From an optimization exercise on the open Yosys and OpenROAD flow, aimed at small area, a short achievable clock period and few clock cycles; shortcuts taken in it are not production practice. Function was checked by simulation only, so behaviour that the tests miss may differ from the original. No activity file was given, so power comes from the tool's default toggle rates.

Design grfdec_cipher, start of the top module:
module grfdec_cipher (
    input  wire        clk,
    input  wire        rst,
    input  wire        cmd_valid,
    output wire        cmd_ready,
    input  wire [31:0] cmd_word,
    input  wire [31:0] src,
    input  wire [31:0] len,
    input  wire [31:0] csize,
    input  wire [7:0]  typ,
    input  wire [63:0] blk_in,
    output wire        done,
    output wire [7:0]  ecode,
    output wire [63:0] blk_out,
    output wire [4:0]  cycle_out,
    output wire        mem_en,
    output wire        mem_we,
    output wire [8:0]  mem_addr,
    output wire [63:0] mem_wdata,
    input  wire [63:0] mem_rdata
);
  localparam [7:0] OP_NOP      = 8'h00;
  localparam [7:0] OP_DESBLK   = 8'h01;
  localparam [7:0] OP_SHUFBLK  = 8'h02;
  localparam [7:0] OP_CYCLE    = 8'h03;
  localparam [7:0] OP_DECHDR   = 8'h10;
  localparam [7:0] OP_DECMIX   = 8'h11;
  localparam [7:0] OP_DECIPHER = 8'h12;
  localparam [1:0] E_NONE      = 2'd0;
  localparam [1:0] E_ILLEGAL   = 2'd1;
  localparam [1:0] E_MALFORMED = 2'd2;
  localparam [1:0] E_RANGE     = 2'd3;
  reg        busy;         
  reg [1:0]  ph;           
  reg        done_r;
  reg [63:0] blk_r;
  reg [1:0]  ecode_r;
  reg [4:0]  cycle_r;
  reg [8:0]  a0, a1;       
  reg        f0, f1;       
  reg        v0, v1;       
  reg [9:0]  rem;          
  reg [4:0]  lead;         
  reg [4:0]  dd;           
  reg [3:0]  js;           
  reg [63:0] wbuf;         
  assign cmd_ready = !busy;
  assign done      = done_r;
  assign ecode     = {6'd0, ecode_r};
  assign blk_out   = blk_r;
  assign cycle_out = cycle_r;
  wire accept = cmd_valid && !busy;
  wire       hi_zero   = (cmd_word[31:8] == 24'd0);
  wire [7:0] op        = cmd_word[7:0];
  wire       is_nop    = hi_zero && (op == OP_NOP);
  wire       is_desblk = hi_zero && (op == OP_DESBLK);
  wire       is_shuf   = hi_zero && (op == OP_SHUFBLK);
  wire       is_cycle  = hi_zero && (op == OP_CYCLE);
  wire       is_dechdr = hi_zero && (op == OP_DECHDR);
  wire       is_decmix = hi_zero && (op == OP_DECMIX);
  wire       is_decip  = hi_zero && (op == OP_DECIPHER);
  wire       is_buf    = is_dechdr || is_decmix || is_decip;
  ...
clock: 5.0 ns
lec_check: 0
cap_margin: 20
core_margin: 2
core_utilization: 40
slew_margin: 20
run.sh (not shown) runs the stock make flow with config.mk's settings and CLKGATE_MAP_FILE= SYNTH_SCRIPT=/design/flow/synth_recipe.tcl, a recipe that flattens the netlist after the stock synthesis.
Testbench counts at the start, summed over its fixed seeds: cycles 91,034.
Then changed:
--- a/flow/design.v
+++ b/flow/design.v
@@ -429,16 +429,18 @@
   reg [63:0] blk_r;
   reg [1:0]  ecode_r;
   reg [4:0]  cycle_r;
   reg [8:0]  a0, a1;       
   reg        f0, f1;       
   reg        v0, v1;       
-  reg [9:0]  rem;          
+  reg [9:0]  lastw;        
   reg [4:0]  lead;         
+  reg        inlead;       
   reg [4:0]  dd;           
   reg [3:0]  js;           
+  reg        sh;           
   reg [63:0] wbuf;         
   assign cmd_ready = !busy;
   assign done      = done_r;
   assign ecode     = {6'd0, ecode_r};
   assign blk_out   = blk_r;
   assign cycle_out = cycle_r;
@@ -484,13 +486,14 @@
     else          begin cyc_val = 5'd1;  dd0 = 5'd1;  end
   end
   wire [9:0] nblocks  = len[12:3];
   wire       buf_ok   = is_buf && !buf_malf && !out_range;
   wire       has_work = buf_ok && (m_mix || m_hdr) && (nblocks != 10'd0);
   wire       two      = (nblocks[9:1] != 9'd0);    
-  wire [9:0] rem0     = (m_hdr && nblocks > 10'd20) ? 10'd18 : nblocks - 10'd2;
+  wire [9:0] nlimit   = (m_hdr && nblocks > 10'd20) ? 10'd20 : nblocks;
+  wire [9:0] lastw0   = {1'b0, src[11:3]} + nlimit - 10'd1;
   reg [1:0] ecode_val;
   always @* begin
     if (!legal)
       ecode_val = E_ILLEGAL;
     else if ((is_cycle && cs_neg) || (is_buf && buf_malf))
       ecode_val = E_MALFORMED;
@@ -503,26 +506,21 @@
   wire        sel_des = busy ? (ph[1] ? f1 : f0) : !cmd_word[1];
   wire [63:0] des_out;
   wire [63:0] shuf_out;
   grf_desdec u_des  (.din(xin), .dout(des_out));
   grf_shuf   u_shuf (.x(xin),   .y(shuf_out));
   wire [63:0] blk_res = sel_des ? des_out : shuf_out;
-  wire [8:0] gbase = ph[0] ? a0 : a1;
-  reg  [3:0] step;
-  reg        nxt_des;
-  always @* begin
-    if (lead != 5'd0) begin
-      step = 4'd1;         nxt_des = 1'b1;
-    end else if ({1'b0, js} < dd) begin
-      step = js;           nxt_des = 1'b0;
-    end else begin
-      step = dd[3:0];      nxt_des = 1'b1;
-    end
-  end
-  wire       more  = ({6'd0, step} <= rem);
-  wire [8:0] gnext = gbase + {5'd0, step};
+  wire [8:0] gbase  = ph[0] ? a0 : a1;
+  wire [9:0] g_one  = {1'b0, gbase} + 10'd1;
+  wire [9:0] g_js   = {1'b0, gbase} + {6'd0, js};
+  wire [9:0] g_dd   = {1'b0, gbase} + {6'd0, dd[3:0]};
+  wire [9:0] gnext  = inlead ? g_one : sh ? g_js : g_dd;
+  wire       gdes   = inlead || !sh;
+  wire       more   = (gnext <= lastw);
+  wire [4:0] dd_sh  = dd - {1'b0, js};
+  wire [3:0] js_des = js - dd[3:0] + 4'd1;
   always @(posedge clk) begin
     wbuf <= blk_res;
     if (rst) begin
       busy    <= 1'b0;
       ph      <= 2'd0;
       done_r  <= 1'b0;
@@ -539,45 +537,49 @@
           cycle_r <= cyc_val;
         a0      <= src[11:3];
         a1      <= src[11:3] + 9'd1;
         f0      <= 1'b1;
         f1      <= 1'b1;
         v1      <= two;
-        rem     <= rem0;
+        lastw   <= lastw0;
         lead    <= 5'd18;
+        inlead  <= 1'b1;
         dd      <= dd0;
         js      <= 4'd8;
+        sh      <= ge4 && !ge6;       
         ph      <= 2'd0;
         if (has_work)
           busy <= 1'b1;
         else
           done_r <= 1'b1;
       end else if (busy) begin
         ph <= ph + 2'd1;
         if (ph[1]) begin
-          if (lead != 5'd0) begin
-            lead <= lead - 5'd1;
-          end else if (!nxt_des) begin
-            dd <= dd - {1'b0, js};
+          if (inlead) begin
+            lead   <= lead - 5'd1;
+            inlead <= (lead != 5'd1);
+          end else if (sh) begin
+            dd <= dd_sh;
             js <= 4'd7;
+            sh <= (dd_sh >= 5'd8);
           end else begin
-            js <= js - (dd[3:0] - 4'd1);
+            js <= js_des;
             dd <= cycle_r;
+            sh <= ({1'b0, js_des} < cycle_r);
           end
-          rem <= rem - {6'd0, step};
           if (!ph[0]) begin
-            a0 <= gnext;
-            f0 <= nxt_des;
+            a0 <= gnext[8:0];
+            f0 <= gdes;
             v0 <= v1 && more;
             if (!v1) begin
               busy   <= 1'b0;
               done_r <= 1'b1;
             end
           end else begin
-            a1 <= gnext;
-            f1 <= nxt_des;
+            a1 <= gnext[8:0];
+            f1 <= gdes;
             v1 <= v0 && more;
             if (!v0) begin
               busy   <= 1'b0;
               done_r <= 1'b1;
             end
           end
What happened: Wire length drops by 3.2%. Fmax hardly moves. Combinational power increases by about 6%. Count of clock-buffer cells in the layout climbs by 2. Global-route usage falls by 1.2 points. Worst hold slack barely changes. Utilization falls by 0.27 points. Setup slack got worse by 0.012 ns. Register-to-register slack gains 0.18 ns. Sequential share of layout area rose by 0.31 points. Power goes up by 2.4%. Die area hardly moves.
Testbench counts after the change, summed over its fixed seeds: cycles 91,034.

-- re-timing with driven ports --
The results above use ideal ports. As a check the final layouts listed here were re-extracted and re-timed, cells and wires unchanged.
Step 1, drivers: a clkbuf_16 drives clk and a buf_2 each remaining input, both assumed.
Step 2, shift: input delay + t, output delay - t, t = (earliest + latest rising clock arrival at the registers) / 2. This alone moves slack from input paths to output paths.
Three values: no drivers, after step 1, after step 2; two values: the first two.
run | t (ns) | setup WS [ns] | pins driven straight from the clock port
the first run | 0.506 | 0.576 / 0.602 / 0.096 | 1
the second run | 0.497 | 0.564 / 0.582 / 0.084 | 1
After both steps setup and hold are still met in every run listed.
